This is an optimization exercise on Yosys and OpenROAD, whose aim is small area and a short achievable clock period, not a production implementation.
In this exercise RTL edits were held to simulation tests only and were not proved equivalent to the original.
Power is estimated from default activity; no workload was simulated.

==> flow/design.v <==
module wfd (
    input  wire        clk,
    input  wire        rst,
    input  wire        start,
    input  wire        s_end,
    input  wire        s_valid,
    input  wire [15:0] s_data,
    input  wire [15:0] cfg_vhigh,
    input  wire [15:0] cfg_vlow,
    input  wire        cfg_reverse,
    input  wire        cfg_invert,
    input  wire        cfg_verbose,
    output wire        s_ready,
    output wire        done,
    output wire        err,
    output wire [1:0]  err_code,
    output wire [2:0]  phase,
    output wire        b_valid,
    output wire [7:0]  b_data,
    output wire        sym_valid,
    output wire        sym,
    output wire [15:0] pre_start,
    output wire [15:0] pre_size,
    output wire [15:0] pre_end,
    output wire [15:0] short_dur,
    output wire [15:0] long_dur,
    output wire [15:0] byte_count,
    output wire        diag_sat,
    output wire        start_seen,
    output wire [2:0]  bitcnt,
    output wire [15:0] run
);
    localparam [2:0] IDLE = 3'd0, PH1 = 3'd1, PH2 = 3'd2, PH3 = 3'd3,
                     DONE = 3'd4, ERR = 3'd5;
    localparam [1:0] E_NONE = 2'd0, E_CAL = 2'd1, E_INPUT = 2'd2, E_RANGE = 2'd3;
    reg [2:0]  ph_q;
    reg [1:0]  ec_q;
    reg [15:0] vhx_q, vlx_q;           
    reg        rev_q, inv_q;
    reg [15:0] pst_q, psz_q, pend_q;
    reg        cal_q;                  
    reg [12:0] q11_q;
    reg [3:0]  r11_q;
    reg [14:0] q3_q;
    reg [1:0]  r3_q;
    reg [15:0] run_q;
    reg        ss_q;
    reg [7:0]  acc_q;
    reg [2:0]  bc_q;
    reg [15:0] bcnt_q;
    reg        dsat_q;
    reg        bv_q, sv_q, sy_q;
    reg [7:0]  bd_q;
    wire [15:0] sx = {~s_data[15], s_data[14:0]};
    wire        in_ph1 = (ph_q == PH1);
    wire        in_ph2 = (ph_q == PH2);
    wire        in_ph3 = (ph_q == PH3);
    wire [16:0] hsum = {1'b0, sx} + {1'b0, ~vhx_q} + {16'd0, in_ph1};
    wire        hi = hsum[16];
    wire        lo = (sx <= vlx_q);
    wire        pst_max = &pst_q;
    wire        psz_max = &psz_q;
    wire        run_max = &run_q;
    wire        run_nz  = |run_q;
    wire        bcnt_max = &bcnt_q;
    wire [16:0] end_sum = {1'b0, pst_q} + {1'b0, psz_q};
    wire        cal_bad = (q11_q == 13'd0);           
    wire [18:0] run5 = {1'b0, run_q, 2'b00} + {3'b000, run_q} + {17'd0, r3_q};
    wire        is_short = run5 < {3'b000, psz_q};
    wire        symbol = ~(is_short ^ rev_q);
    wire [7:0]  acc_n = {acc_q[6:0], symbol};
    wire [7:0]  acc_r = {acc_n[0], acc_n[1], acc_n[2], acc_n[3],
                         acc_n[4], acc_n[5], acc_n[6], acc_n[7]};
    reg [2:0]  ph_n;
    reg [1:0]  ec_n;
    reg [15:0] pst_n, psz_n, pend_n, run_n, bcnt_n;
    reg        cal_n;
    reg [12:0] q11_n;
    reg [3:0]  r11_n;
    reg [14:0] q3_n;
    reg [1:0]  r3_n;
    reg        ss_n, dsat_n, bv_n, sv_n, sy_n;
    reg [7:0]  acc_n_q, bd_n;
    reg [2:0]  bc_n;
    reg        do2;
    always @(*) begin
        ph_n   = ph_q;   ec_n  = ec_q;
        pst_n  = pst_q;  psz_n = psz_q; pend_n = pend_q; cal_n = cal_q;
        q11_n  = q11_q;  r11_n = r11_q; q3_n = q3_q; r3_n = r3_q;
        run_n  = run_q;  bcnt_n = bcnt_q;
        ss_n   = ss_q;   dsat_n = dsat_q;
        acc_n_q = acc_q; bd_n = bd_q; bc_n = bc_q; sy_n = sy_q;
        bv_n   = 1'b0;   sv_n = 1'b0;
        do2    = 1'b0;
        if (s_valid) begin
            if (in_ph1) begin
                if (hi) begin
                    if (pst_max) dsat_n = 1'b1;
                    else pst_n = pst_q + 16'd1;
                end else begin
                    ph_n = PH2;
                    do2  = 1'b1;
                end
            end
            if (in_ph2) do2 = 1'b1;
            if (do2) begin
                if (lo) begin
                    if (psz_max) begin
                        ph_n = ERR;
                        ec_n = E_RANGE;
                    end else begin
                        psz_n = psz_q + 16'd1;
                        if (r11_q == 4'd10) begin
                            r11_n = 4'd0;
                            q11_n = q11_q + 13'd1;
                        end else begin
                            r11_n = r11_q + 4'd1;
                        end
                        if (r3_q == 2'd2) begin
                            r3_n = 2'd0;
                            q3_n = q3_q + 15'd1;
                        end else begin
                            r3_n = r3_q + 2'd1;
                        end
                    end
                end else begin
                    cal_n  = 1'b1;
                    pend_n = end_sum[16] ? 16'hffff : end_sum[15:0];
                    if (end_sum[16]) dsat_n = 1'b1;
                    if (cal_bad) begin
                        ph_n = ERR;
                        ec_n = E_CAL;
                    end else begin
                        ph_n = PH3;
                    end
                end
            end
            if (in_ph3) begin
                if (hi) begin
                    if (!run_max) run_n = run_q + 16'd1;
                end else if (run_nz) begin
                    sy_n = symbol;
                    sv_n = 1'b1;
                    run_n = 16'd0;
                    if (!ss_q) begin
                        ss_n = 1'b1;
                    end else begin
                        acc_n_q = acc_n;
                        if (bc_q == 3'd7) begin
                            bd_n = inv_q ? acc_r : acc_n;
                            bv_n = 1'b1;
                            bc_n = 3'd0;
                            if (bcnt_max) dsat_n = 1'b1;
                            else bcnt_n = bcnt_q + 16'd1;
                        end else begin
                            bc_n = bc_q + 3'd1;
                        end
                    end
                end
            end
        end
        if (s_end) begin
            case (ph_n)
                PH1: begin
                    ph_n = ERR;
                    ec_n = (pst_n == 16'd0) ? E_INPUT : E_CAL;
                end
                PH2: begin
                    ph_n = ERR;
                    ec_n = E_CAL;
                end
                PH3: ph_n = DONE;
                default: ;
            endcase
        end
    end
    always @(posedge clk) begin
        if (rst || start) begin
            ph_q   <= rst ? IDLE : PH1;
            ec_q   <= E_NONE;
            pst_q  <= 16'd0; psz_q <= 16'd0; pend_q <= 16'd0; cal_q <= 1'b0;
            q11_q  <= 13'd0; r11_q <= 4'd0; q3_q <= 15'd0; r3_q <= 2'd0;
            run_q  <= 16'd0; bcnt_q <= 16'd0;
            ss_q   <= 1'b0; dsat_q <= 1'b0;
            acc_q  <= 8'd0; bd_q <= 8'd0; bc_q <= 3'd0; sy_q <= 1'b0;
            bv_q   <= 1'b0; sv_q <= 1'b0;
        end else begin
            ph_q   <= ph_n;   ec_q  <= ec_n;
            pst_q  <= pst_n;  psz_q <= psz_n; pend_q <= pend_n; cal_q <= cal_n;
            q11_q  <= q11_n;  r11_q <= r11_n; q3_q <= q3_n; r3_q <= r3_n;
            run_q  <= run_n;  bcnt_q <= bcnt_n;
            ss_q   <= ss_n;   dsat_q <= dsat_n;
            acc_q  <= acc_n_q; bd_q <= bd_n; bc_q <= bc_n; sy_q <= sy_n;
            bv_q   <= bv_n;   sv_q <= sv_n;
        end
        if (rst) begin
            vhx_q <= 16'h8000; vlx_q <= 16'h8000;
            rev_q <= 1'b0; inv_q <= 1'b0;
        end else if (start) begin
            vhx_q <= {~cfg_vhigh[15], cfg_vhigh[14:0]};
            vlx_q <= {~cfg_vlow[15], cfg_vlow[14:0]};
            rev_q <= cfg_reverse; inv_q <= cfg_invert;
        end
    end
    assign s_ready    = in_ph1 | in_ph2 | in_ph3;
    assign done       = (ph_q == DONE);
    assign err        = (ph_q == ERR);
    assign err_code   = ec_q;
    assign phase      = ph_q;
    assign b_valid    = bv_q;
    assign b_data     = bd_q;
    assign sym_valid  = sv_q;
    assign sym        = sy_q;
    assign pre_start  = pst_q;
    assign pre_size   = psz_q;
    assign pre_end    = pend_q;
    assign short_dur  = {3'd0, q11_q & {13{cal_q}}};
    assign long_dur   = {1'd0, q3_q & {15{cal_q}}};
    assign byte_count = bcnt_q;
    assign diag_sat   = dsat_q;
    assign start_seen = ss_q;
    assign bitcnt     = bc_q;
    assign run        = run_q;
endmodule
==> flow/flow/run.sh <==
#!/bin/bash
# Standard layout (the standard.sh) with these changes to how it is made:
# - plain buf_2 cells on the input and output ports, instead of the default
#   delay buffers;
# - no mapping of adders to full/half-adder cells before ABC (ADDER_MAP_FILE
#   empty), so ABC maps all of the logic;
# - timing repair that aims for more setup slack than the clock period needs
#   (flow/margin.txt, ns), so that the layout reaches a shorter period.
set -o pipefail
MARGIN=$(cat flow/margin.txt 2>/dev/null || echo 8)
EXTRA=$(cat flow/extra.txt 2>/dev/null || true)
echo 'export BUFFER_PORTS_ARGS = -buffer_cell sky130_fd_sc_hd__buf_2' >> config.mk
bash standard.sh ADDER_MAP_FILE= SETUP_SLACK_MARGIN=$MARGIN $EXTRA finish > standard.log 2>&1
==> flow/flow/margin.txt <==
7.8
==> flow/standard.sh <==
#!/bin/bash
# synth_recipe.tcl (not shown) runs the flow's synth.tcl, then flattens the netlist and writes it again
# the make line also repeats each setting of config.mk as NAME=value (left out here)
make -C /OpenROAD-flow-scripts/flow DESIGN_CONFIG=/design/flow/config.mk WORK_HOME=/design/flow/orfs CLKGATE_MAP_FILE= SYNTH_SCRIPT=/design/flow/synth_recipe.tcl "${@:-finish}"
==> flow/config.mk <==
export PLATFORM = sky130hd
export DESIGN_NAME = wfd
export DESIGN_NICKNAME = wfd
export VERILOG_FILES = /design/flow/design.v
export SDC_FILE = /design/flow/constraint.sdc
export NUM_CORES = 4
export LEC_CHECK = 0
export ABC_AREA = 1
export CAP_MARGIN = 20
export CORE_MARGIN = 2
export CORE_UTILIZATION = 55
export CTS_BUF_LIST = sky130_fd_sc_hd__clkbuf_4 sky130_fd_sc_hd__clkbuf_8
export SLEW_MARGIN = 20
export TNS_END_PERCENT = 10
export BUFFER_PORTS_ARGS = -buffer_cell sky130_fd_sc_hd__buf_2
==> flow/constraint.sdc <==
create_clock -name core_clock -period 12.0 [get_ports {clk}]
set_input_delay 2.4000 -clock core_clock [delete_from_list [all_inputs] [get_ports {clk}]]
set_output_delay 2.4000 -clock core_clock [all_outputs]
set_load 0.01 [all_outputs]
==> flow_summary.toml, run 1 <==
[floorplanning]
floorplan.die.height_um = 144.5
die_width_um = 144.5
coreArea_um2 = 19400
row_count = 51
initial_core_util_pct = 55.97
die-area_um2 = 20880
top_level_ports = 192

[critical_path]
timing.critical_path.arrival_ns = 1.79
end_kind = "output pin"
start_kind = "flop"
timing.critical_path.required_ns = 9.60
reg2reg_slack_ns = 9.28
timing.setup.critical_path_class = "flop to output pin"
critical_path_peak_fanout = 29

[grt]
initial_antenna_violation_count = 1
grt_pass1_vias = 10290
grt_start_max_net_pins = 63
grt-ovfl-total = 0
groute.usage.overall_pct = 27.81
global_route_wire_length_before_repair_um = 46740

[cts]
cts.htree.levels = 4
maximum_root_to_sink_buffer_count = 2
cts_made_buffers = 17
tritoncts = "done"
worstSkewPairLatency_ns = 0.48
cts_sinks = 177
holdBufCountCts = 0
clock-root-buffer = "sky130_fd_sc_hd__clkbuf_8"
clkTransAtPathRegs_ns = 0.09

[outcome]
status = "timing/DRC/antenna clean"

[logic_synthesis]
post_synth_inst_count = 1813
synth_largest_type_area_fraction_pct = 32.64
cell_taking_the_most_area_after_synthesis = "sky130_fd_sc_hd__dfxtp_1"
seq_area_frac_synth_pct = 32.64
netlist_area_um2 = 10860
asyncSetResetFlopFracSynth_pct = 0
synth_cell_types = 52
synth.area.mux_share_pct = 0
synth-edff-count = 0
syn_avg_cell_area_um2 = 5.988
synth.ff_latch_count = 177
synthSimpleGateAreaFrac_pct = 38.39
synth-adder-area-share_pct = 0
largest_family_of_logic_cells_by_synthesized_area = "simple AND/OR/NAND/NOR gates"
synth_ff_type = "sky130_fd_sc_hd__dfxtp_1"
synthXorXnorAreaFrac_pct = 2.904
synth_top_cells_by_area = "sky130_fd_sc_hd__dfxtp_1 (33%), sky130_fd_sc_hd__nand2_1 (16%), sky130_fd_sc_hd__inv_1 (9.2%), sky130_fd_sc_hd__nor2_1 (8.5%), sky130_fd_sc_hd__a21oi_1 (6.2%)"
synth_compound_gate_area_share_pct = 14.28
ys_warn_count = 1

[timing]
final.min_clock_period_ns = 4.189
final_min_period_over_clock_period_pct = 34.91
final-setup-viol-count = 0
final-max-slew-violation-count = 0
timing.final.hold_violations = 0
worst_slew_margin_rel_pct = 35.89
final.setup_skew_ns = 0.01908
fmax_mhz = 238.7
setup_repair_after_global_routing_missed_its_margin = "yes"
totalNegativeSetupSlack_ns = 0
tightest_slew_ns = 0.9603

[power_and_ir_drop]
vdd_ir_drop_max_mv = 0.07733
static_power_due_to_leakage_nw = 6.118
power.density_nw_per_um2 = 90.44

[route]
detailed_route_iter0_violations = 604
wire_per_inst_um = 13.19
via_per_inst = 5.187
postRouteWirelength_um = 30180
ant_nets = 0
vias = 11870
drtPass1Iterations = 6
remaining_drc_errors = 0

[cells_and_area]
syn2layout_area_growth_pct = 18.54
final_layout_size_suffix_gt1_share_pct = 15.92
finalNonFillerCells = 2289
fill_cells = 1949
most_common_cell_after_layout_fill_and_taps_aside = "sky130_fd_sc_hd__nand2_1"
layout.nets = 2066
most-common-layout-cells = "sky130_fd_sc_hd__nand2_1 (466), sky130_fd_sc_hd__inv_1 (264), sky130_fd_sc_hd__nor2_1 (240), sky130_fd_sc_hd__buf_2 (186), sky130_fd_sc_hd__dfxtp_1 (177)"
finish.utilization_pct = 66.34

[placed_design]
place_inst = 2227
detailed_place_hpwl_um = 22230
routabilityCongestion = 0.8989
port_buffers = 186

[flow_run]
maxCapViolCount = 0

[hold_path]
timing.hold.worst.class = "flop to flop"
## Yosys cell counts, types with 6 or more instances
cell type / instances
sky130_fd_sc_hd__buf_2: 6
sky130_fd_sc_hd__dfxtp_1: 177
sky130_fd_sc_hd__nand4_1: 22
sky130_fd_sc_hd__o21ai_0: 118
sky130_fd_sc_hd__o21ai_1: 6
sky130_fd_sc_hd__inv_1: 267
sky130_fd_sc_hd__inv_2: 13
sky130_fd_sc_hd__nand2_1: 474
sky130_fd_sc_hd__xor2_1: 28
sky130_fd_sc_hd__o22ai_1: 6
sky130_fd_sc_hd__nor3_1: 54
sky130_fd_sc_hd__clkbuf_1: 27
sky130_fd_sc_hd__nor3b_1: 9
sky130_fd_sc_hd__a31oi_1: 9
sky130_fd_sc_hd__xnor2_1: 8
sky130_fd_sc_hd__nand3_1: 115
sky130_fd_sc_hd__nor2_1: 247
sky130_fd_sc_hd__a21oi_1: 134
sky130_fd_sc_hd__nor4_1: 14
sky130_fd_sc_hd__nor2_2: 11
## stage by stage
| step | hold slack (ns) | setup slack (ns) | area, µm² | power, mW |
|---|---|---|---|---|
| after floorplan | 0.4352 | 7.840 | 10870 | 0.6847 |
| after global placement | 0.4413 | 6.709 | 11950 | 0.7114 |
| after detailed placement | 0.4472 | 6.652 | 11950 | 0.7137 |
| after CTS | 0.4627 | 7.751 | 12420 | 1.157 |
| after global routing | 0.4935 | 7.625 | 12870 | 1.209 |
| final | 0.4572 | 7.811 | 12870 | 1.164 |
## logic make-up after synthesis
logic type | after synthesis
other | 1
AOI/OAI and AO/OA | 293
and+or+nand+nor | 979
buffers and inverters | 327
DFF | 177
xor gates and xnor gates | 36
## final cells by class
class | instances | area, µm² | area share, %
Timing Repair inverter | 1 | 8.758 | 0.06805
Timing Repair Buffer | 214 | 1174 | 9.119
Inverter | 284 | 1097 | 8.526
Sequential cell | 177 | 3543 | 27.53
Clock inverter | 12 | 157.7 | 1.225
Tap cell | 265 | 331.6 | 2.576
Multi-Input combinational cell | 1315 | 6292 | 48.89
Clock buffer | 20 | 262.8 | 2.042
Antenna cell | 1 | 2.502 | 0.01944
## critical path: stages, from the launching register on
cell and delay [ns]:
sky130_fd_sc_hd__dfxtp_1 0.96, sky130_fd_sc_hd__nand2_1 0.14, sky130_fd_sc_hd__inv_1 0.08, sky130_fd_sc_hd__buf_2 0.13
## registers in the layout, indices dropped and copies added, names as in the netlist, 3 cells and up
name,cells
run_q,16
pend_q,16
r11_q,4
psz_q,16
vlx_q,16
bcnt_q,16
bd_q,8
q11_q,13
vhx_q,16
q3_q,15
acc_q,7
bc_q,3
pst_q,16
ph_q,3
## routing by layer
layer / GRT usage (%) / up-vias / wire (µm) / part of all wire [%]
met5: 0 / - / 11 / 0.036
met4: 9.964 / 2 / 673 / 2.2
met3: 5.132 / 51 / 1817 / 6.0
met2: 47.94 / 322 / 14130 / 47
met1: 34.75 / 5315 / 13550 / 45
li1: - / 6183 / - / -
## final timing paths
| path | start | depth (start not counted) | endpoint |
|---|---|---|---|
| setup reg to reg | ph_q[2]$_SDFF_PP0_ | 16 | ec_q[0]$_SDFF_PP0_ |
| hold reg to reg | bd_q[7]$_SDFFE_PP0P_ | 2 | bd_q[7]$_SDFFE_PP0P_ |
| setup / recovery | cal_q$_SDFFE_PP0P_ | 3 | short_dur[12] |
| hold / removal | bd_q[7]$_SDFFE_PP0P_ | 2 | bd_q[7]$_SDFFE_PP0P_ |
## repair_timing
item	in CTS	in global routing
resized for setup	12	49
endpoints found under the setup margin	85	101
setup buffers	1	24
endpoints found under the hold margin	0	0
cloned	0	4
pin swaps	1	21
## power by group
part / leakage, nW / total, mW / internal (mW) / switching, mW
clock network: 0.212 / 0.447 / 0.218 / 0.230
logic: 4.47 / 0.111 / 0.0381 / 0.0734
registers: 1.44 / 0.605 / 0.597 / 0.00756
==> inputs of run 2 (changes only) <==
==> flow/flow/margin.txt (replaced) <==
7.7
--- a/flow/config.mk
+++ b/flow/config.mk
@@ -8,8 +8,7 @@
 export ABC_AREA = 1
 export CAP_MARGIN = 20
 export CORE_MARGIN = 2
-export CORE_UTILIZATION = 55
+export CORE_UTILIZATION = 65
 export CTS_BUF_LIST = sky130_fd_sc_hd__clkbuf_4 sky130_fd_sc_hd__clkbuf_8
 export SLEW_MARGIN = 20
-export TNS_END_PERCENT = 10
 export BUFFER_PORTS_ARGS = -buffer_cell sky130_fd_sc_hd__buf_2
==> flow_summary.toml, run 2 <==
[timing]
final_min_period_over_clock_period_pct = 34.62
whs_ns = 0.4671
tightest_slew_ns = 0.8012
fmax_mhz = 240.7
final.setup_skew_ns = 0.01613
worst_slew_margin_rel_pct = 46.53
timing.final.hold_violations = 0
final.min_clock_period_ns = 4.155
final-max-slew-violation-count = 0
setup_repair_after_global_routing_missed_its_margin = "yes"
totalNegativeSetupSlack_ns = 0
final-setup-viol-count = 0

[floorplanning]
row_count = 47
initial_core_util_pct = 65.93
coreArea_um2 = 16470
die-area_um2 = 17750
floorplan.die.height_um = 133.2
die_width_um = 133.2
top_level_ports = 192

[critical_path]
critical_path.n_buffers_inverters = 4
timing.critical_path.arrival_ns = 4.52
timing.setup.critical_path_class = "input port to flop"
timing.critical_path.mode_cell = "sky130_fd_sc_hd__nor2_1"
timing.critical_path.required_ns = 12.37
crit_slowest_cell = "sky130_fd_sc_hd__or2_1"
critical_path_peak_fanout = 13
end_kind = "flop"
timing.critical_path.slowest_cell_delay_ns = 0.22
cp_cell_sequence = "buf_2 > inv_1 > or2_1 > nand3_1 > nor2_1 > nor2_1 > nand2_2 > nand2_4 > nand3_2 > nand2_4 > nand3_4 > clkinv_8 > nand2_8 > nor2_4 > nand2_1 > inv_2 > nand3_2 > o21ai_2 > nor2_1"
start_kind = "input port"
worst_path_dominant_cell_family = "simple AND/OR/NAND/NOR gates"

[power_and_ir_drop]
total_switching_power_mw = 0.2937
seq_power_share_pct = 55.9
power.density_nw_per_um2 = 86.56
static_power_due_to_leakage_nw = 5.953
share_clk_of_total_power_pct = 34.5
power.share.combinational_pct = 9.6
internal_power_mw = 0.7888
design_power_total_mw = 1.083
switching_share_pct = 27.13
vdd_ir_drop_max_mv = 0.07211

[route]
wire_per_inst_um = 12.99
remaining_drc_errors = 0
vias = 11820
postRouteWirelength_um = 28910
ant_nets = 0
detailed_route_iter0_violations = 883
drtPass1Iterations = 6
via_per_inst = 5.311

[grt]
global_route_wire_length_before_repair_um = 46980
grt_pass1_vias = 10620
grt-ovfl-total = 0
groute.usage.overall_pct = 31.64
grt_start_max_net_pins = 62
initial_antenna_violation_count = 1

[logic_synthesis]
ys_warn_count = 1
synth_cell_types = 52
commonest_cells_in_the_synthesized_netlist = "sky130_fd_sc_hd__nand2_1 (474), sky130_fd_sc_hd__inv_1 (267), sky130_fd_sc_hd__nor2_1 (247)"
synth-edff-count = 0
netlist_area_um2 = 10860
post_synth_inst_count = 1813
syn_avg_cell_area_um2 = 5.988
synth_top_cells_by_area = "sky130_fd_sc_hd__dfxtp_1 (33%), sky130_fd_sc_hd__nand2_1 (16%), sky130_fd_sc_hd__inv_1 (9.2%), sky130_fd_sc_hd__nor2_1 (8.5%), sky130_fd_sc_hd__a21oi_1 (6.2%)"
seq_area_frac_synth_pct = 32.64
synth.ff_latch_count = 177
asyncSetResetFlopFracSynth_pct = 0
post-synth-top-count-cell = "sky130_fd_sc_hd__nand2_1"
cell_taking_the_most_area_after_synthesis = "sky130_fd_sc_hd__dfxtp_1"
synth_largest_type_area_fraction_pct = 32.64
synth_ff_type = "sky130_fd_sc_hd__dfxtp_1"

[cts]
holdBufCountCts = 0
tritoncts = "done"
cts.htree.levels = 4
maximum_root_to_sink_buffer_count = 2
clock-root-buffer = "sky130_fd_sc_hd__clkbuf_8"
clkTransAtPathRegs_ns = 0.10
cts_sinks = 177
cts_made_buffers = 17
worstSkewPairLatency_ns = 0.47

[hold_path]
timing.hold.worst.class = "flop to flop"

[cells_and_area]
layout.nets = 2048
most-common-layout-cells = "sky130_fd_sc_hd__nand2_1 (466), sky130_fd_sc_hd__inv_1 (266), sky130_fd_sc_hd__nor2_1 (242), sky130_fd_sc_hd__buf_2 (186), sky130_fd_sc_hd__dfxtp_1 (176)"
most_common_cell_after_layout_fill_and_taps_aside = "sky130_fd_sc_hd__nand2_1"
finish.utilization_pct = 75.95
syn2layout_area_growth_pct = 15.19
final_layout_size_suffix_gt1_share_pct = 14.78

[placed_design]
port_buffers = 186
detailed_place_hpwl_um = 21800
routabilityCongestion = 0.9133

[flow_run]
maxCapViolCount = 0

[outcome]
status = "timing/DRC/antenna clean"
==> run 2: cell counts after synthesis <==
Identical to the previous run, type by type.
==> run 2: cell families after synthesis <==
| kind of cell | after synthesis | share of synthesized area [%] |
|---|---|---|
| compound gates | 293 | 14.28 |
| xor+xnor | 36 | 2.904 |
| buf+inv | 327 | 11.76 |
| flops | 177 | 32.64 |
| other cells | 1 | 0.03454 |
| simple gates | 979 | 38.39 |
==> run 2: power by group through the flow <==
stage,Clock (mW),Combinational (mW),Sequential [mW]
2_1_floorplan,0,0.0675,0.617
3_5_place_dp,0,0.0937,0.619
4_1_cts,0.375,0.0962,0.605
5_1_grt,0.399,0.117,0.607
6_report,0.373,0.104,0.605
3_3_place_gp,0,0.0912,0.618
==> run 2: per-stage QoR <==
stage	cell area (µm²)	setup WS (ns)	cells
floorplan	10870	7.840	1816
global placement	11890	6.800	2182
detailed placement	11890	6.709	2182
CTS	12270	7.716	2213
global route	12500	7.660	2223
finish	12510	7.845	2225
==> run 2: what timing repair did <==
item | in CTS | in global routing
hold endpoints to repair | 0 | 0
endpoints found under the setup margin | 56 | 84
pin swaps | 1 | 7
resized for setup | 9 | 34
buffers inserted | 1 | 10
==> run 2: final cells by class <==
class / count / area [µm²]
Timing Repair Buffer: 200 / 1049
Clock inverter: 9 / 61.31
Fill cell: 1351 / 3960
Sequential cell: 177 / 3545
Antenna cell: 2 / 5.005
Tap cell: 220 / 275.3
Clock buffer: 21 / 276.5
Inverter: 284 / 1087
Multi-Input combinational cell: 1312 / 6207
==> run 2: final timing paths <==
| check | from | endpoint | slack [ns] | depth (start not counted) |
|---|---|---|---|---|
| setup / recovery | s_data[6] | q3_q[5]$_SDFFE_PP0P_ | 7.85 | 19 |
| hold / removal | bd_q[0]$_SDFFE_PP0P_ | bd_q[0]$_SDFFE_PP0P_ | 0.47 | 2 |
| setup reg to reg | run_q[0]$_SDFFE_PP0P_ | bd_q[7]$_SDFFE_PP0P_ | 9.34 | 19 |
| hold reg to reg | bd_q[0]$_SDFFE_PP0P_ | bd_q[0]$_SDFFE_PP0P_ | 0.47 | 2 |
==> run 2: routing by layer <==
metal / up-vias / part of all wire [%] / track usage, %
met5: - / 0 / 0
met4: 0 / 2.5 / 11.52
met1: 5287 / 44 / 38.94
met3: 61 / 5.6 / 6.355
li1: 6123 / - / -
met2: 346 / 47 / 54.93
==> run 2: worst register-to-register path, stage by stage (launching register included) <==
cell and delay, ns:
sky130_fd_sc_hd__dfxtp_1 0.47, sky130_fd_sc_hd__nand2_1 0.15, sky130_fd_sc_hd__o21ai_1 0.32, sky130_fd_sc_hd__nand2_1 0.19
sky130_fd_sc_hd__nand2_1 0.15, sky130_fd_sc_hd__nand2_1 0.08, sky130_fd_sc_hd__nand2_1 0.09, sky130_fd_sc_hd__nand2_1 0.05
sky130_fd_sc_hd__nand2_1 0.11, sky130_fd_sc_hd__nand2_1 0.06, sky130_fd_sc_hd__nand2_1 0.09, sky130_fd_sc_hd__nand2_1 0.06
sky130_fd_sc_hd__nor2_1 0.10, sky130_fd_sc_hd__nor2_1 0.05, sky130_fd_sc_hd__nand3_1 0.08, sky130_fd_sc_hd__nand2_1 0.08
sky130_fd_sc_hd__nand3_1 0.18, sky130_fd_sc_hd__nand3_1 0.11, sky130_fd_sc_hd__nand2_1 0.09, sky130_fd_sc_hd__nand2_1 0.05
==> inputs of run 3 (changes only) <==
--- a/flow/config.mk
+++ b/flow/config.mk
@@ -6,9 +6,9 @@
 export NUM_CORES = 4
 export LEC_CHECK = 0
 export ABC_AREA = 1
-export CAP_MARGIN = 20
+export CAP_MARGIN = 10
 export CORE_MARGIN = 2
-export CORE_UTILIZATION = 65
+export CORE_UTILIZATION = 55
 export CTS_BUF_LIST = sky130_fd_sc_hd__clkbuf_4 sky130_fd_sc_hd__clkbuf_8
-export SLEW_MARGIN = 20
+export SLEW_MARGIN = 10
 export BUFFER_PORTS_ARGS = -buffer_cell sky130_fd_sc_hd__buf_2
==> flow_summary.toml, run 3 <==
[timing]
totalNegativeSetupSlack_ns = 0
final_min_period_over_clock_period_pct = 34.54
final.min_clock_period_ns = 4.145
worst_slew_margin_rel_pct = 44.92
min_setup_slack_post_route_ns = 7.855
setup_repair_after_global_routing_missed_its_margin = "yes"
timing.final.hold_violations = 0
final.setup_skew_ns = 0.02052
final-setup-viol-count = 0
tightest_slew_ns = 0.8253
fmax_mhz = 241.3
final-max-slew-violation-count = 0

[cts]
cts.htree.levels = 4
cts_made_buffers = 17
clkTransAtPathRegs_ns = 0.09
clock-root-buffer = "sky130_fd_sc_hd__clkbuf_8"
tritoncts = "done"
worstSkewPairLatency_ns = 0.48
cts_sinks = 177
holdBufCountCts = 0
maximum_root_to_sink_buffer_count = 2

[cells_and_area]
most_common_cell_after_layout_fill_and_taps_aside = "sky130_fd_sc_hd__nand2_1"
finish.utilization_pct = 64.88
layout.nets = 2041
fill_cells = 1999
syn2layout_area_growth_pct = 15.93
most-common-layout-cells = "sky130_fd_sc_hd__nand2_1 (467), sky130_fd_sc_hd__inv_1 (266), sky130_fd_sc_hd__nor2_1 (240), sky130_fd_sc_hd__buf_2 (186), sky130_fd_sc_hd__dfxtp_1 (176)"
final_layout_size_suffix_gt1_share_pct = 14.61

[hold_path]
timing.hold.worst.class = "flop to flop"

[logic_synthesis]
synth-edff-count = 0
synth.ff_latch_count = 177
asyncSetResetFlopFracSynth_pct = 0
synth_largest_type_area_fraction_pct = 32.64
synth_ff_type = "sky130_fd_sc_hd__dfxtp_1"
ys_warn_count = 1
syn_avg_cell_area_um2 = 5.988
seq_area_frac_synth_pct = 32.64
commonest_cells_in_the_synthesized_netlist = "sky130_fd_sc_hd__nand2_1 (474), sky130_fd_sc_hd__inv_1 (267), sky130_fd_sc_hd__nor2_1 (247)"
cell_taking_the_most_area_after_synthesis = "sky130_fd_sc_hd__dfxtp_1"
post_synth_inst_count = 1813
post-synth-top-count-cell = "sky130_fd_sc_hd__nand2_1"
synth_top_cells_by_area = "sky130_fd_sc_hd__dfxtp_1 (33%), sky130_fd_sc_hd__nand2_1 (16%), sky130_fd_sc_hd__inv_1 (9.2%), sky130_fd_sc_hd__nor2_1 (8.5%), sky130_fd_sc_hd__a21oi_1 (6.2%)"
netlist_area_um2 = 10860
synth_cell_types = 52

[power_and_ir_drop]
power.density_nw_per_um2 = 91.71
design_power_total_mw = 1.154
switching_share_pct = 26.45
total_switching_power_mw = 0.3053
vdd_ir_drop_max_mv = 0.07597
seq_power_share_pct = 52.4
power.share.combinational_pct = 8.8
share_clk_of_total_power_pct = 38.8
static_power_due_to_leakage_nw = 5.982
internal_power_mw = 0.8490

[placed_design]
detailed_place_hpwl_um = 22230
routabilityCongestion = 0.8989
preCtsSetupSlack_ns = 6.652
port_buffers = 186

[grt]
global_route_wire_length_before_repair_um = 46740
grt-ovfl-total = 0
initial_antenna_violation_count = 1
grt_pass1_vias = 10290
grt_start_max_net_pins = 63
groute.usage.overall_pct = 27.81

[critical_path]
reg2reg_slack_ns = 9.34
critical_path_cell_count = 19
cp-endpoint = "q3_q[5]$_SDFFE_PP0P_"
number_of_cells_traversed_by_the_worst_register_to_register_path = 16
timing.setup.critical_path_class = "input port to flop"
timing.critical_path.slowest_cell_delay_ns = 0.22
timing.critical_path.required_ns = 12.36
critical_path.n_buffers_inverters = 4
cp_cell_sequence = "buf_2 > inv_1 > or2_1 > nand3_1 > nor2_1 > nor2_1 > nand2_1 > nand2_4 > nand3_2 > nand2_4 > nand3_4 > clkinv_8 > nand2_8 > nor2_4 > nand2_1 > inv_2 > nand3_1 > o21ai_0 > nor2_1"
reg2reg_to = "run_q[14]$_SDFFE_PP0P_"
crit_slowest_cell = "sky130_fd_sc_hd__or2_1"
end_kind = "flop"
worst_path_dominant_cell_family = "simple AND/OR/NAND/NOR gates"
timing.critical_path.arrival_ns = 4.51
critical_path_peak_fanout = 14
worst_setup_path_startpoint = "s_data[6]"
rr_startpoint = "ph_q[0]$_DFF_P_"
timing.critical_path.mode_cell = "sky130_fd_sc_hd__nor2_1"
start_kind = "input port"

[route]
via_per_inst = 5.152
wire_per_inst_um = 12.90
postRouteWirelength_um = 29210
remaining_drc_errors = 0
vias = 11660
drtPass1Iterations = 5
ant_nets = 0
detailed_route_iter0_violations = 570

[flow_run]
maxCapViolCount = 0

[floorplanning]
coreArea_um2 = 19400
initial_core_util_pct = 55.97
die_width_um = 144.5
die-area_um2 = 20880
row_count = 51
floorplan.die.height_um = 144.5
top_level_ports = 192

[outcome]
status = "timing/DRC/antenna clean"
-- run 3: worst min-delay path by stage --
stage                                       from  cells after the start  slack, ns                     end
final                       bd_q[7]$_SDFFE_PP0P_                      2       0.46    bd_q[7]$_SDFFE_PP0P_
after global routing        bd_q[0]$_SDFFE_PP0P_                      2       0.49    bd_q[0]$_SDFFE_PP0P_
after CTS                   bd_q[7]$_SDFFE_PP0P_                      2       0.46    bd_q[7]$_SDFFE_PP0P_
after detailed placement    bd_q[7]$_SDFFE_PP0P_                      2       0.45    bd_q[7]$_SDFFE_PP0P_
after global placement      bd_q[0]$_SDFFE_PP0P_                      2       0.44    bd_q[0]$_SDFFE_PP0P_
after floorplan           vlx_q[14]$_SDFFE_PP0P_                      2       0.44  vlx_q[14]$_SDFFE_PP0P_
-- run 3: timing repair --
action                     CTS  global route
gates resized for setup     10            34
setup endpoints to repair   71            87
pin swaps                    1             3
buffers inserted             1             3
-- run 3: through the flow --
step / instance area (µm²) / std cells / hold slack, ns
after floorplan: 10870 / 1816 / 0.4352
after global placement: 11950 / 2227 / 0.4413
after detailed placement: 11950 / 2227 / 0.4472
after CTS: 12420 / 2260 / 0.4627
after global routing: 12580 / 2263 / 0.4935
final: 12590 / 2264 / 0.4574
-- run 3: worst register-to-register path, cell delays in order (launching register included) --
cell,delay [ns]
sky130_fd_sc_hd__dfxtp_1,0.52
sky130_fd_sc_hd__nand3_1,0.25
sky130_fd_sc_hd__nor2_1,0.17
sky130_fd_sc_hd__nor2_1,0.06
sky130_fd_sc_hd__o21bai_1,0.13
sky130_fd_sc_hd__nand2_1,0.07
sky130_fd_sc_hd__nand2_1,0.13
sky130_fd_sc_hd__nand2_4,0.11
sky130_fd_sc_hd__nand2_8,0.16
sky130_fd_sc_hd__nand3_2,0.15
sky130_fd_sc_hd__nand2_4,0.12
sky130_fd_sc_hd__inv_2,0.06
sky130_fd_sc_hd__nor2_4,0.14
sky130_fd_sc_hd__nand4_1,0.12
sky130_fd_sc_hd__or2_1,0.24
sky130_fd_sc_hd__nand3_1,0.07
sky130_fd_sc_hd__a21oi_1,0.05
-- run 3: kinds of logic (layout without fill, tap and decap cells) --
logic type / Yosys count / count (layout) / synth area share, %
AO/OA/AOI/OAI: 293 / 293 / 14.28
XOR/XNOR: 36 / 36 / 2.904
buffers and inverters: 327 / 509 / 11.76
flip-flops: 177 / 177 / 32.64
other: 1 / 5 / 0.03454
AND/OR/NAND/NOR: 979 / 979 / 38.39
-- run 3: metal layers --
| metal | vias to the layer above | GRT usage, % | wire [µm] |
|---|---|---|---|
| met5 | - | 0 | 11 |
| met4 | 2 | 9.862 | 584 |
| li1 | 6112 | - | - |
| met3 | 42 | 5.132 | 1615 |
| met1 | 5224 | 34.75 | 13320 |
| met2 | 284 | 47.99 | 13680 |
-- run 3: power groups by stage --
| stage | registers, mW | clock network, mW | logic, mW |
|---|---|---|---|
| after floorplan | 0.617 | 0 | 0.0675 |
| after global placement | 0.618 | 0 | 0.0931 |
| after detailed placement | 0.619 | 0 | 0.0952 |
| after CTS | 0.605 | 0.454 | 0.0977 |
| after global routing | 0.607 | 0.477 | 0.115 |
| final | 0.605 | 0.447 | 0.102 |
-- run 3: cell type report --
class | count | area (µm²) | share of cell area, %
flip-flops and latches | 177 | 3545 | 28.16
clock inverters | 12 | 157.7 | 1.253
inverters | 284 | 1090 | 8.659
diodes | 1 | 2.502 | 0.01988
well taps | 265 | 331.6 | 2.634
clock buffers | 20 | 262.8 | 2.088
repair buffers | 193 | 983.4 | 7.814
multi-input cells | 1312 | 6213 | 49.37
==> inputs of run 4 (changes only) <==
==> flow/flow/run.sh (replaced) <==
#!/bin/bash
# Standard layout (the standard.sh) with these changes to how it is made:
# - plain buf_1 cells on the input and output ports, instead of the default
#   delay buffers;
# - no mapping of adders to full/half-adder cells before ABC (ADDER_MAP_FILE
#   empty), so ABC maps all of the logic;
# - timing repair that aims for more setup slack than the clock period needs
#   (flow/margin.txt, ns), so that the layout reaches a shorter period.
set -o pipefail
MARGIN=$(cat flow/margin.txt 2>/dev/null || echo 8)
EXTRA=$(cat flow/extra.txt 2>/dev/null || true)
echo 'export BUFFER_PORTS_ARGS = -buffer_cell sky130_fd_sc_hd__buf_1' >> config.mk
bash standard.sh ADDER_MAP_FILE= SETUP_SLACK_MARGIN=$MARGIN $EXTRA finish > standard.log 2>&1
==> flow/config.mk (replaced) <==
export PLATFORM = sky130hd
export DESIGN_NAME = wfd
export DESIGN_NICKNAME = wfd
export VERILOG_FILES = /design/flow/design.v
export SDC_FILE = /design/flow/constraint.sdc
export NUM_CORES = 4
export LEC_CHECK = 0
export ABC_AREA = 1
export CAP_MARGIN = 20
export CORE_MARGIN = 2
export CORE_UTILIZATION = 55
export CTS_BUF_LIST = sky130_fd_sc_hd__clkbuf_4 sky130_fd_sc_hd__clkbuf_8
export PLACE_DENSITY = 0.75
export SLEW_MARGIN = 20
export BUFFER_PORTS_ARGS = -buffer_cell sky130_fd_sc_hd__buf_1
==> flow_summary.toml, run 4 <==
[cells_and_area]
most-common-layout-cells = "sky130_fd_sc_hd__nand2_1 (467), sky130_fd_sc_hd__inv_1 (266), sky130_fd_sc_hd__nor2_1 (240), sky130_fd_sc_hd__buf_1 (185), sky130_fd_sc_hd__dfxtp_1 (176)"
most_common_cell_after_layout_fill_and_taps_aside = "sky130_fd_sc_hd__nand2_1"
syn2layout_area_growth_pct = 14.28
number_of_diodes_added_for_antenna_fixing = 0
final_layout_size_suffix_gt1_share_pct = 5.780
layout_cell_area_excl_fill_um2 = 12410
layout.nets = 2050
finish.utilization_pct = 63.96

[logic_synthesis]
synth_top_cells_by_area = "sky130_fd_sc_hd__dfxtp_1 (33%), sky130_fd_sc_hd__nand2_1 (16%), sky130_fd_sc_hd__inv_1 (9.2%), sky130_fd_sc_hd__nor2_1 (8.5%), sky130_fd_sc_hd__a21oi_1 (6.2%)"
ys_warn_count = 1
synth_largest_type_area_fraction_pct = 32.64
synth.ff_latch_count = 177
seq_area_frac_synth_pct = 32.64
post_synth_inst_count = 1813
synth_ff_type = "sky130_fd_sc_hd__dfxtp_1"
synth-edff-count = 0
asyncSetResetFlopFracSynth_pct = 0
synth_cell_types = 52
cell_taking_the_most_area_after_synthesis = "sky130_fd_sc_hd__dfxtp_1"
commonest_cells_in_the_synthesized_netlist = "sky130_fd_sc_hd__nand2_1 (474), sky130_fd_sc_hd__inv_1 (267), sky130_fd_sc_hd__nor2_1 (247)"
netlist_area_um2 = 10860
post-synth-top-count-cell = "sky130_fd_sc_hd__nand2_1"
syn_avg_cell_area_um2 = 5.988

[timing]
fmax_mhz = 240.8
worst_slew_margin_rel_pct = 46.65
final.setup_skew_ns = 0.02194
final-setup-viol-count = 0
timing.final.hold_violations = 0
totalNegativeSetupSlack_ns = 0
final_min_period_over_clock_period_pct = 34.60
setup_repair_after_global_routing_missed_its_margin = "yes"
final-max-slew-violation-count = 0
final.min_clock_period_ns = 4.153
tightest_slew_ns = 0.7994
min_setup_slack_post_route_ns = 7.847

[floorplanning]
coreArea_um2 = 19400
die-area_um2 = 20880
top_level_ports = 192
initial_core_util_pct = 55.97
row_count = 51
die_width_um = 144.5
floorplan.die.height_um = 144.5

[grt]
grt_start_max_net_pins = 62
initial_antenna_violation_count = 1
groute.usage.overall_pct = 27.42
global_route_wire_length_before_repair_um = 46650
grt_pass1_vias = 10370
grt-ovfl-total = 0

[placed_design]
port_buffers = 186
placed_area_um2 = 11720
preCtsSetupSlack_ns = 6.632
detailed_place_hpwl_um = 21660
routabilityCongestion = 0.9230

[critical_path]
timing.critical_path.required_ns = 12.39
timing.critical_path.arrival_ns = 4.55
critical_path.n_buffers_inverters = 4
critical_path_peak_fanout = 6
timing.critical_path.mode_cell = "sky130_fd_sc_hd__nand2_1"
crit_slowest_cell = "sky130_fd_sc_hd__nor2_1"
timing.critical_path.slowest_cell_delay_ns = 0.18
worst_path_dominant_cell_family = "simple AND/OR/NAND/NOR gates"
start_kind = "input port"
end_kind = "flop"
cp_cell_sequence = "buf_1 > inv_1 > o22ai_1 > nor2_1 > nand2_1 > nor2_1 > a21oi_4 > buf_4 > nand3_2 > nand2_4 > buf_12 > nand2_2 > nand2_1 > nor2_1 > nand3_1 > nand2_1 > nand2_1 > nand2_1 > nand2_1 > nor2_1"
timing.setup.critical_path_class = "input port to flop"

[route]
remaining_drc_errors = 0
detailed_route_iter0_violations = 661
wire_per_inst_um = 12.65
vias = 11710
drtPass1Iterations = 6
ant_nets = 0
postRouteWirelength_um = 28730
via_per_inst = 5.154

[cts]
holdBufCountCts = 0
cts.htree.levels = 4
maximum_root_to_sink_buffer_count = 2
clock-root-buffer = "sky130_fd_sc_hd__clkbuf_8"
tritoncts = "done"
clkTransAtPathRegs_ns = 0.10
cts_sinks = 177
cts_made_buffers = 17
worstSkewPairLatency_ns = 0.47

[power_and_ir_drop]
vdd_ir_drop_max_mv = 0.07254
power.density_nw_per_um2 = 90.31
static_power_due_to_leakage_nw = 5.298
design_power_total_mw = 1.120

[outcome]
status = "timing/DRC/antenna clean"

[flow_run]
maxCapViolCount = 0

[hold_path]
timing.hold.worst.class = "flop to flop"
==> run 4: cell counts after synthesis <==
Identical to the previous run, type by type.
==> run 4: cells by family after synthesis <==
group	synth area share [%]
compound gates	14.28
xor+xnor	2.904
buf+inv	11.76
flops	32.64
other cells	0.03454
simple gates	38.39
==> run 4: what timing repair did <==
action                                  CTS  global route
gates resized for setup                  10            32
setup buffers                             1            11
endpoints found under the setup margin   71           119
pin swaps                                 1             6
gates cloned                              0             1
==> run 4: metrics by stage <==
step,hold WS (ns),std cells
floorplan,0.4352,1816
global placement,0.4379,2227
detailed placement,0.4420,2227
CTS,0.4603,2260
global route,0.4932,2272
finish,0.4606,2272
==> run 4: power by group <==
group | internal [mW] | switching (mW) | total, mW | leakage (nW)
clock network | 0.180 | 0.234 | 0.414 | 0.200
registers | 0.598 | 0.00754 | 0.605 | 1.44
logic | 0.0330 | 0.0685 | 0.101 | 3.66
total | 0.810 | 0.310 | 1.12 | 5.30
==> run 4: layout make-up <==
class / instances / area (µm²)
well taps: 265 / 331.6
multi-input cells: 1313 / 6207
repair buffers: 201 / 849.6
clock buffers: 19 / 261.5
fillers: 1906 / 6992
inverters: 284 / 1087
clock inverters: 13 / 125.1
flip-flops and latches: 177 / 3545
==> run 4: metal layers <==
metal | vias to the layer above | wire (µm) | global-route usage, %
li1 | 6138 | - | -
met1 | 5169 | 12960 | 34.68
met4 | 2 | 763 | 8.942
met2 | 346 | 13350 | 46.92
met5 | - | 13 | 0
met3 | 56 | 1646 | 5.397
==> run 4: path summary, 6_finish.rpt <==
| check | startpoint | endpoint | slack, ns | cells past startpoint |
|---|---|---|---|---|
| worst min-delay path | bd_q[0]$_SDFFE_PP0P_ | bd_q[0]$_SDFFE_PP0P_ | 0.46 | 2 |
| worst max register to register | run_q[0]$_SDFFE_PP0P_ | bd_q[7]$_SDFFE_PP0P_ | 9.30 | 19 |
| worst min register to register | bd_q[0]$_SDFFE_PP0P_ | bd_q[0]$_SDFFE_PP0P_ | 0.46 | 2 |
| worst max-delay path | s_data[14] | ec_q[0]$_SDFF_PP0_ | 7.85 | 20 |
==> run 4: worst register-to-register path, delay by kind of cell (launching register included) <==
family	cells	cell delay, ns
simple gates	18	1.81
flops	1	0.46
compound gates	1	0.34
==> inputs of run 5 (changes only) <==
==> flow/flow/margin.txt (replaced) <==
7.9
==> flow_summary.toml, run 5 <==
[outcome]
status = "timing/DRC/antenna clean"

[placed_design]
placed_area_um2 = 11750
port_buffers = 186
detailed_place_hpwl_um = 21670
routabilityCongestion = 0.9153

[logic_synthesis]
post-synth-top-count-cell = "sky130_fd_sc_hd__nand2_1"
seq_area_frac_synth_pct = 32.64
asyncSetResetFlopFracSynth_pct = 0
ys_warn_count = 1
synth.ff_latch_count = 177
synth-edff-count = 0
post_synth_inst_count = 1813
synth_top_cells_by_area = "sky130_fd_sc_hd__dfxtp_1 (33%), sky130_fd_sc_hd__nand2_1 (16%), sky130_fd_sc_hd__inv_1 (9.2%), sky130_fd_sc_hd__nor2_1 (8.5%), sky130_fd_sc_hd__a21oi_1 (6.2%)"
cell_taking_the_most_area_after_synthesis = "sky130_fd_sc_hd__dfxtp_1"
synth_ff_type = "sky130_fd_sc_hd__dfxtp_1"
synth_largest_type_area_fraction_pct = 32.64
commonest_cells_in_the_synthesized_netlist = "sky130_fd_sc_hd__nand2_1 (474), sky130_fd_sc_hd__inv_1 (267), sky130_fd_sc_hd__nor2_1 (247)"
synth_cell_types = 52
netlist_area_um2 = 10860
syn_avg_cell_area_um2 = 5.988

[power_and_ir_drop]
share_clk_of_total_power_pct = 36.8
static_power_due_to_leakage_nw = 5.496
seq_power_share_pct = 52.7
vdd_ir_drop_max_mv = 0.06841
power.share.combinational_pct = 10.5
power.density_nw_per_um2 = 89.15
total_switching_power_mw = 0.3205
internal_power_mw = 0.8294
switching_share_pct = 27.87
design_power_total_mw = 1.150

[cts]
cts_made_buffers = 17
worstSkewPairLatency_ns = 0.46
tritoncts = "done"
holdBufCountCts = 0
clock-root-buffer = "sky130_fd_sc_hd__clkbuf_8"
clkTransAtPathRegs_ns = 0.10
cts_sinks = 177
cts.htree.levels = 4
maximum_root_to_sink_buffer_count = 2

[route]
ant_nets = 0
detailed_route_iter0_violations = 660
remaining_drc_errors = 0
via_per_inst = 5.162
postRouteWirelength_um = 29590
vias = 11820
drtPass1Iterations = 8
wire_per_inst_um = 12.92

[critical_path]
critical_path.n_buffers_inverters = 4
cp_cell_sequence = "buf_6 > inv_2 > or2_4 > nand3_4 > nor2_2 > nor2_2 > nand2_2 > nand2_8 > nand3_4 > clkinv_4 > nand2_8 > nand2_4 > inv_6 > nor2_4 > nand4_1 > or2_1 > nand3_1 > a21oi_1"
timing.critical_path.slowest_cell_delay_ns = 0.27
timing.critical_path.required_ns = 12.36
critical_path_cell_count = 18
crit_slowest_cell = "sky130_fd_sc_hd__or2_1"
end_kind = "flop"
timing.critical_path.arrival_ns = 4.42
worst_path_dominant_cell_family = "simple AND/OR/NAND/NOR gates"
timing.setup.critical_path_class = "input port to flop"
number_of_cells_traversed_by_the_worst_register_to_register_path = 19
worst_setup_path_startpoint = "s_data[6]"
rr_startpoint = "run_q[0]$_SDFFE_PP0P_"
start_kind = "input port"
critical_path_peak_fanout = 5

[hold_path]
timing.hold.worst.class = "flop to flop"
min_path_cells = 2
worstHoldStart = "bd_q[0]$_SDFFE_PP0P_"

[cells_and_area]
finish.utilization_pct = 66.49
layout.nets = 2068
most-common-layout-cells = "sky130_fd_sc_hd__nand2_1 (452), sky130_fd_sc_hd__inv_1 (258), sky130_fd_sc_hd__nor2_1 (227), sky130_fd_sc_hd__dfxtp_1 (176), sky130_fd_sc_hd__buf_1 (176)"
fill_cells = 1901
layout_cell_area_excl_fill_um2 = 12900
register_area_um2 = 3545
syn2layout_area_growth_pct = 18.81
multi_input_comb_area_um2 = 6519
final_layout_size_suffix_gt1_share_pct = 9.486
most_common_cell_after_layout_fill_and_taps_aside = "sky130_fd_sc_hd__nand2_1"

[timing]
whs_ns = 0.4529
final-setup-viol-count = 0
final_min_period_over_clock_period_pct = 33.79
final.setup_skew_ns = 0.01820
setup_repair_after_global_routing_missed_its_margin = "yes"
final-max-slew-violation-count = 0
fmax_mhz = 246.6
worst_slew_margin_rel_pct = 47.70
tightest_slew_ns = 0.7837
timing.final.hold_violations = 0
final.min_clock_period_ns = 4.055
totalNegativeSetupSlack_ns = 0

[floorplanning]
coreArea_um2 = 19400
top_level_ports = 192
row_count = 51
die-area_um2 = 20880
floorplan.die.height_um = 144.5
die_width_um = 144.5
initial_core_util_pct = 55.97

[grt]
grt_start_max_net_pins = 63
grt-ovfl-total = 0
groute.usage.overall_pct = 26.72
grt_pass1_vias = 10310
initial_antenna_violation_count = 1
global_route_wire_length_before_repair_um = 45540

[flow_run]
maxCapViolCount = 0
==> run 5: cell families (layout without fill, tap and decap cells) <==
family | count (synthesis) | count (layout) | share of synthesized area (%)
buffers and inverters | 327 | 532 | 11.76
xor gates and xnor gates | 36 | 36 | 2.904
and+or+nand+nor | 979 | 982 | 38.39
other | 1 | 5 | 0.03454
AOI/OAI and AO/OA | 293 | 293 | 14.28
DFF | 177 | 177 | 32.64
==> run 5: area by class of cell <==
cell class,count,share of cell area [%]
inverter,284,8.575
antenna,1,0.01940
clock buffer,18,1.872
sequential,177,27.48
timing repair buffer,217,7.780
multi-input combinational,1315,50.54
tap,265,2.571
clock inverter,13,1.164
==> run 5: path summary, 6_finish.rpt <==
| check | end | slack [ns] |
|---|---|---|
| max | run_q[14]$_SDFFE_PP0P_ | 7.94 |
| min | bd_q[0]$_SDFFE_PP0P_ | 0.45 |
| max reg2reg | bd_q[7]$_SDFFE_PP0P_ | 9.32 |
| min reg2reg | bd_q[0]$_SDFFE_PP0P_ | 0.45 |
==> run 5: repair_timing <==
action,in CTS,in global routing
resized for setup,29,114
pin swaps,2,39
cloned,0,3
setup buffers,5,23
endpoints found under the setup margin,117,74
==> run 5: stage by stage <==
stage                     std cells  setup WS, ns
after global placement         2227         6.811
after global routing           2289         7.796
after CTS                      2263         7.896
final                          2290         7.945
after floorplan                1816         7.897
after detailed placement       2227         6.744
==> run 5: layer usage <==
layer / routed length, µm / track usage [%] / vias to the layer above
met2: 14190 / 46.94 / 312
met5: 0 / 0 / -
met1: 13410 / 32.99 / 5309
met3: 1588 / 5.464 / 31
met4: 409 / 7.869 / 0
li1: - / - / 6169
==> run 5: power groups by stage <==
stage / logic [mW] / clock network (mW) / registers, mW
finish: 0.121 / 0.423 / 0.606
global placement: 0.0902 / 0 / 0.618
global route: 0.135 / 0.449 / 0.607
floorplan: 0.0684 / 0 / 0.617
CTS: 0.0992 / 0.430 / 0.605
detailed placement: 0.0918 / 0 / 0.619
==> run 5: tightest hold or removal path, delay by kind of cell (launching register included) <==
kind / cells / cell delay [ns]
flops: 1 / 0.32
simple gates: 2 / 0.10
==> inputs of run 6 (changes only) <==
==> flow/flow/margin.txt (replaced) <==
7.6
==> flow_summary.toml, run 6 <==
[cts]
maximum_root_to_sink_buffer_count = 2
clock-root-buffer = "sky130_fd_sc_hd__clkbuf_8"
cts_sinks = 177
clkTransAtPathRegs_ns = 0.10
worstSkewPairLatency_ns = 0.46
cts.htree.levels = 4
cts_made_buffers = 17
tritoncts = "done"

[route]
via_per_inst = 5.135
vias = 11630
detailed_route_iter0_violations = 678
drtPass1Iterations = 6
remaining_drc_errors = 0
postRouteWirelength_um = 28550
ant_nets = 0
wire_per_inst_um = 12.61

[timing]
tightest_slew_ns = 0.7986
totalNegativeSetupSlack_ns = 0
setup_repair_after_global_routing_missed_its_margin = "no"
final-max-slew-violation-count = 0
worst_slew_margin_rel_pct = 46.70
final-setup-viol-count = 0
final.setup_skew_ns = 0.02084
timing.final.hold_violations = 0
final.min_clock_period_ns = 4.243
fmax_mhz = 235.7
final_min_period_over_clock_period_pct = 35.36
min_setup_slack_post_route_ns = 7.757

[grt]
groute.usage.overall_pct = 27.41
grt-ovfl-total = 0
grt_pass1_vias = 10370
global_route_wire_length_before_repair_um = 46660
initial_antenna_violation_count = 1
grt_start_max_net_pins = 62

[logic_synthesis]
ys_warn_count = 1
post_synth_inst_count = 1813
asyncSetResetFlopFracSynth_pct = 0
commonest_cells_in_the_synthesized_netlist = "sky130_fd_sc_hd__nand2_1 (474), sky130_fd_sc_hd__inv_1 (267), sky130_fd_sc_hd__nor2_1 (247)"
post-synth-top-count-cell = "sky130_fd_sc_hd__nand2_1"
synth.ff_latch_count = 177
synth_largest_type_area_fraction_pct = 32.64
seq_area_frac_synth_pct = 32.64
synth_cell_types = 52
netlist_area_um2 = 10860
synth_top_cells_by_area = "sky130_fd_sc_hd__dfxtp_1 (33%), sky130_fd_sc_hd__nand2_1 (16%), sky130_fd_sc_hd__inv_1 (9.2%), sky130_fd_sc_hd__nor2_1 (8.5%), sky130_fd_sc_hd__a21oi_1 (6.2%)"
synth_ff_type = "sky130_fd_sc_hd__dfxtp_1"
syn_avg_cell_area_um2 = 5.988
synth-edff-count = 0
cell_taking_the_most_area_after_synthesis = "sky130_fd_sc_hd__dfxtp_1"

[hold_path]
timing.hold.worst.class = "flop to flop"
worstHoldStart = "bd_q[0]$_SDFFE_PP0P_"

[critical_path]
end_kind = "flop"
timing.critical_path.arrival_ns = 4.63
start_kind = "input port"
timing.critical_path.required_ns = 12.39
rr_startpoint = "run_q[0]$_SDFFE_PP0P_"
worst_setup_path_startpoint = "s_data[10]"
critical_path_peak_fanout = 14
timing.setup.critical_path_class = "input port to flop"

[cells_and_area]
layout_cell_area_excl_fill_um2 = 12280
fill_cells = 1917
final_layout_size_suffix_gt1_share_pct = 4.952
syn2layout_area_growth_pct = 13.07
most-common-layout-cells = "sky130_fd_sc_hd__nand2_1 (469), sky130_fd_sc_hd__inv_1 (266), sky130_fd_sc_hd__nor2_1 (242), sky130_fd_sc_hd__buf_1 (186), sky130_fd_sc_hd__dfxtp_1 (176)"
finish.utilization_pct = 63.28
number_of_diodes_added_for_antenna_fixing = 0
layout.nets = 2042
most_common_cell_after_layout_fill_and_taps_aside = "sky130_fd_sc_hd__nand2_1"

[floorplanning]
row_count = 51
die_width_um = 144.5
die-area_um2 = 20880
floorplan.die.height_um = 144.5
initial_core_util_pct = 55.97
top_level_ports = 192
coreArea_um2 = 19400

[power_and_ir_drop]
static_power_due_to_leakage_nw = 5.240
power.density_nw_per_um2 = 91.01
power.share.combinational_pct = 8.8
vdd_ir_drop_max_mv = 0.07224
seq_power_share_pct = 54.2
total_switching_power_mw = 0.3094
internal_power_mw = 0.8078
design_power_total_mw = 1.117
switching_share_pct = 27.70
share_clk_of_total_power_pct = 37.1

[outcome]
status = "timing/DRC/antenna clean"

[placed_design]
port_buffers = 186
detailed_place_hpwl_um = 21660
placed_area_um2 = 11720
preCtsSetupSlack_ns = 6.632
routabilityCongestion = 0.9230

[flow_run]
maxCapViolCount = 0
run 6: cell counts after synthesis:
Identical to the previous run, type by type.
run 6: worst paths after layout:
| path | to | depth (start not counted) | slack [ns] |
|---|---|---|---|
| max | psz_q[10]$_SDFFE_PP0P_ | 15 | 7.76 |
| min | bd_q[0]$_SDFFE_PP0P_ | 2 | 0.46 |
| max reg2reg | bd_q[7]$_SDFFE_PP0P_ | 19 | 9.32 |
| min reg2reg | bd_q[0]$_SDFFE_PP0P_ | 2 | 0.46 |
run 6: critical path: stages:
cell and delay (ns):
sky130_fd_sc_hd__buf_1 0.12, sky130_fd_sc_hd__inv_1 0.09, sky130_fd_sc_hd__nor2_1 0.12, sky130_fd_sc_hd__nor3_2 0.07
sky130_fd_sc_hd__nand3_1 0.06, sky130_fd_sc_hd__nand2_1 0.10, sky130_fd_sc_hd__a21oi_4 0.31, sky130_fd_sc_hd__nand3_2 0.18
sky130_fd_sc_hd__nand2_4 0.14, sky130_fd_sc_hd__nand3_4 0.10, sky130_fd_sc_hd__inv_8 0.14, sky130_fd_sc_hd__nand3_1 0.15
sky130_fd_sc_hd__nor4_1 0.39, sky130_fd_sc_hd__nand2_1 0.11, sky130_fd_sc_hd__a21oi_1 0.14
run 6: cells by family after synthesis:
group                  count (synthesis)  synth area share (%)
buffers and inverters                327                 11.76
XOR/XNOR                              36                 2.904
AO/OA/AOI/OAI                        293                 14.28
AND/OR/NAND/NOR                      979                 38.39
flip-flops                           177                 32.64
other                                  1               0.03454
run 6: per-layer routing:
layer	vias up	part of all wire [%]	track usage, %
met5	-	0.046	0
li1	6134	-	-
met4	2	2.3	8.942
met1	5149	46	34.66
met2	297	47	46.92
met3	44	5.5	5.397
run 6: metrics by stage:
step	hold slack, ns	cells
floorplan	0.4352	1816
global placement	0.4379	2227
detailed placement	0.4420	2227
CTS	0.4603	2260
global route	0.4932	2264
finish	0.4606	2264
run 6: power by group through the flow:
stage | clock network [mW] | logic [mW] | registers (mW)
CTS | 0.424 | 0.0932 | 0.605
global route | 0.445 | 0.112 | 0.607
floorplan | 0 | 0.0675 | 0.617
detailed placement | 0 | 0.0910 | 0.619
global placement | 0 | 0.0897 | 0.618
finish | 0.414 | 0.0981 | 0.605
run 6: area by class of cell:
cell class / count / area, µm² / area share [%]
inverter: 284 / 1080 / 8.796
clock inverter: 13 / 125.1 / 1.019
tap: 265 / 331.6 / 2.701
multi-input combinational: 1313 / 6170 / 50.26
sequential: 177 / 3545 / 28.88
clock buffer: 19 / 261.5 / 2.130
timing repair buffer: 193 / 763.2 / 6.218
run 6: what timing repair did:
item,4_1_cts,5_1_grt
gates resized for setup,8,22
hold buffers,0,0
pin swaps,1,1
gates cloned,0,1
setup buffers,1,3
setup endpoints to repair,48,66
==> inputs of run 7 (changes only) <==
==> flow/flow/margin.txt (replaced) <==
7.7
--- a/flow/config.mk
+++ b/flow/config.mk
@@ -8,8 +8,8 @@
 export ABC_AREA = 1
 export CAP_MARGIN = 20
 export CORE_MARGIN = 2
-export CORE_UTILIZATION = 55
+export CORE_UTILIZATION = 65
 export CTS_BUF_LIST = sky130_fd_sc_hd__clkbuf_4 sky130_fd_sc_hd__clkbuf_8
-export PLACE_DENSITY = 0.75
+export PLACE_DENSITY = 0.8
 export SLEW_MARGIN = 20
 export BUFFER_PORTS_ARGS = -buffer_cell sky130_fd_sc_hd__buf_1
==> flow_summary.toml, run 7 <==
[outcome]
status = "timing/DRC/antenna clean"

[power_and_ir_drop]
internal_power_mw = 0.8119
vdd_ir_drop_max_mv = 0.07937
total_switching_power_mw = 0.3119
power.density_nw_per_um2 = 89.87
switching_share_pct = 27.75
share_clk_of_total_power_pct = 35.7
seq_power_share_pct = 53.8
design_power_total_mw = 1.124
static_power_due_to_leakage_nw = 5.321
power.share.combinational_pct = 10.5

[route]
remaining_drc_errors = 0
via_per_inst = 5.422
ant_nets = 0
postRouteWirelength_um = 30290
wire_per_inst_um = 13.58
drtPass1Iterations = 5
detailed_route_iter0_violations = 1022
vias = 12090

[cells_and_area]
most_common_cell_after_layout_fill_and_taps_aside = "sky130_fd_sc_hd__nand2_1"
number_of_diodes_added_for_antenna_fixing = 0
most-common-layout-cells = "sky130_fd_sc_hd__nand2_1 (461), sky130_fd_sc_hd__inv_1 (261), sky130_fd_sc_hd__nor2_1 (236), sky130_fd_sc_hd__buf_1 (180), sky130_fd_sc_hd__dfxtp_1 (176)"
layout.nets = 2053
syn2layout_area_growth_pct = 15.18
final_layout_size_suffix_gt1_share_pct = 7.463
fill_cells = 1421

[timing]
tightest_slew_ns = 0.8297
final-setup-viol-count = 0
min_setup_slack_post_route_ns = 7.725
final-max-slew-violation-count = 0
whs_ns = 0.4639
worst_slew_margin_rel_pct = 44.63
fmax_mhz = 233.9
timing.final.hold_violations = 0
final.min_clock_period_ns = 4.275
setup_repair_after_global_routing_missed_its_margin = "no"
final.setup_skew_ns = 0.01679
totalNegativeSetupSlack_ns = 0
final_min_period_over_clock_period_pct = 35.63

[flow_run]
maxCapViolCount = 0

[critical_path]
timing.critical_path.required_ns = 12.36
timing.setup.critical_path_class = "input port to flop"
start_kind = "input port"
crit_slowest_cell = "sky130_fd_sc_hd__or2_1"
cp_cell_sequence = "clkbuf_2 > inv_2 > or2_1 > o21ai_1 > nand3_1 > nand2_2 > a21oi_4 > buf_12 > buf_6 > nand2_8 > nand3_4 > nand2_4 > inv_4 > nor2_4 > nand4_1 > or2_1 > nand3_2 > a21oi_2"
end_kind = "flop"
worst_setup_path_startpoint = "s_data[12]"
critical_path_peak_fanout = 6
timing.critical_path.mode_cell = "sky130_fd_sc_hd__or2_1"
timing.critical_path.slowest_cell_delay_ns = 0.31
rr_startpoint = "ph_q[2]$_SDFF_PP0_"
timing.critical_path.arrival_ns = 4.64

[hold_path]
worstHoldStart = "bd_q[7]$_SDFFE_PP0P_"
timing.hold.worst.class = "flop to flop"

[cts]
clock-root-buffer = "sky130_fd_sc_hd__clkbuf_8"
clkTransAtPathRegs_ns = 0.09
cts_made_buffers = 17
cts.htree.levels = 4
worstSkewPairLatency_ns = 0.48
maximum_root_to_sink_buffer_count = 2
holdBufCountCts = 0
cts_sinks = 177
tritoncts = "done"

[logic_synthesis]
post_synth_inst_count = 1813
synth.ff_latch_count = 177
largest_family_of_logic_cells_by_synthesized_area = "simple AND/OR/NAND/NOR gates"
synth-adder-area-share_pct = 0
ys_warn_count = 1
synth-edff-count = 0
synth.area.mux_share_pct = 0
commonest_cells_in_the_synthesized_netlist = "sky130_fd_sc_hd__nand2_1 (474), sky130_fd_sc_hd__inv_1 (267), sky130_fd_sc_hd__nor2_1 (247)"
synthSimpleGateAreaFrac_pct = 38.39
synth_compound_gate_area_share_pct = 14.28
synth_ff_type = "sky130_fd_sc_hd__dfxtp_1"
post-synth-top-count-cell = "sky130_fd_sc_hd__nand2_1"
seq_area_frac_synth_pct = 32.64
synth_cell_types = 52
syn_avg_cell_area_um2 = 5.988
synth_largest_type_area_fraction_pct = 32.64
synthXorXnorAreaFrac_pct = 2.904
netlist_area_um2 = 10860
synth_top_cells_by_area = "sky130_fd_sc_hd__dfxtp_1 (33%), sky130_fd_sc_hd__nand2_1 (16%), sky130_fd_sc_hd__inv_1 (9.2%), sky130_fd_sc_hd__nor2_1 (8.5%), sky130_fd_sc_hd__a21oi_1 (6.2%)"
asyncSetResetFlopFracSynth_pct = 0
cell_taking_the_most_area_after_synthesis = "sky130_fd_sc_hd__dfxtp_1"

[floorplanning]
top_level_ports = 192
die_width_um = 133.2
die-area_um2 = 17750
row_count = 47
coreArea_um2 = 16470
floorplan.die.height_um = 133.2
initial_core_util_pct = 65.93

[grt]
initial_antenna_violation_count = 0
global_route_wire_length_before_repair_um = 48020
groute.usage.overall_pct = 32.39
grt_pass1_vias = 10700
grt_start_max_net_pins = 63
grt-ovfl-total = 0

[placed_design]
detailed_place_hpwl_um = 21800
preCtsSetupSlack_ns = 6.700
routabilityCongestion = 0.9217
port_buffers = 186
## run 7: changes by cell type in the layout (fill, tap and decap cells not counted), sizes merged
cell,delta
clkbuf,+5
inv,-6
clkinv,+3
clkinvlp,+2
buf,+7
## run 7: stage by stage
step	area, µm²	std cells	utilization (%)
final	12500	2230	75.94
after global routing	12500	2230	75.94
after CTS	12100	2216	73.47
after detailed placement	11660	2182	70.82
after global placement	11660	2182	70.82
after floorplan	10870	1816	-
## run 7: path summary, 6_finish.rpt
kind	cells after the start	to	slack (ns)
max	18	run_q[14]$_SDFFE_PP0P_	7.72
min	2	bd_q[7]$_SDFFE_PP0P_	0.46
max reg2reg	20	ec_q[0]$_SDFF_PP0_	9.23
min reg2reg	2	bd_q[7]$_SDFFE_PP0P_	0.46
## run 7: kinds of logic (layout without fill, tap and decap cells)
kind of cell	count (synthesis)	after routing
simple gates	979	980
buf+inv	327	520
compound gates	293	293
flops	177	177
xor+xnor	36	36
other cells	1	4
## run 7: layout make-up
type,count,area (µm²),share of cell area (%)
multi-input cells,1313,6336,50.67
flip-flops and latches,177,3545,28.35
inverters,284,1090,8.715
repair buffers,204,885.9,7.084
well taps,220,275.3,2.201
clock buffers,20,262.8,2.101
clock inverters,12,110.1,0.8805
## run 7: what timing repair did
action / CTS / global route
resized for setup: 12 / 83
setup endpoints to repair: 55 / 74
gates cloned: 1 / 0
setup buffers: 1 / 14
pin swaps: 2 / 26
## run 7: per-layer routing
layer  vias to the layer above  part of all wire (%)  GRT usage [%]
met3                        58                   5.7          5.632
met1                      5485                    44          40.24
met4                         0                   1.9          9.870
li1                       6150                     -              -
met5                         -                     0              0
met2                       399                    48          57.36
## run 7: power groups by stage
stage	Sequential, mW	Clock, mW	Combinational [mW]
floorplan	0.617	0	0.0675
detailed placement	0.618	0	0.0917
CTS	0.605	0.402	0.0964
finish	0.605	0.401	0.118
global route	0.607	0.423	0.130
global placement	0.618	0	0.0886
## run 7: critical path, delay by kind of cell
kind	cells	cell delay [ns]
AOI/OAI and AO/OA	3	0.25
buffers and inverters	5	0.46
and+or+nand+nor	10	1.52

re-timing with driven ports:
The flow's constraints put no driver on any port. The routed layouts listed below were extracted and timed again, unchanged, in two steps. Step 1 sets driving cells, clkbuf_16 on the clock port and buf_2 on the other inputs (assumed; they add their load-dependent delay and slew). Step 2 times the ports against the registers' clock, not the clock port: input delays grow and output delays shrink by t, the midpoint of the rising clock arrivals with the driver on. Three values: ideal, step 1, step 2; two values: the first two.
run	t (ns)	slack for setup (ns)
run 1	0.516	7.811 / 7.769 / 7.384
run 2	0.506	7.845 / 7.856 / 7.350
run 3	0.508	7.855 / 7.875 / 7.367
run 4	0.497	7.847 / 7.865 / 7.368
run 5	0.497	7.945 / 7.943 / 7.446
run 6	0.494	7.757 / 7.773 / 7.279
run 7	0.512	7.725 / 7.739 / 7.227
After both steps every run listed still meets setup and hold.
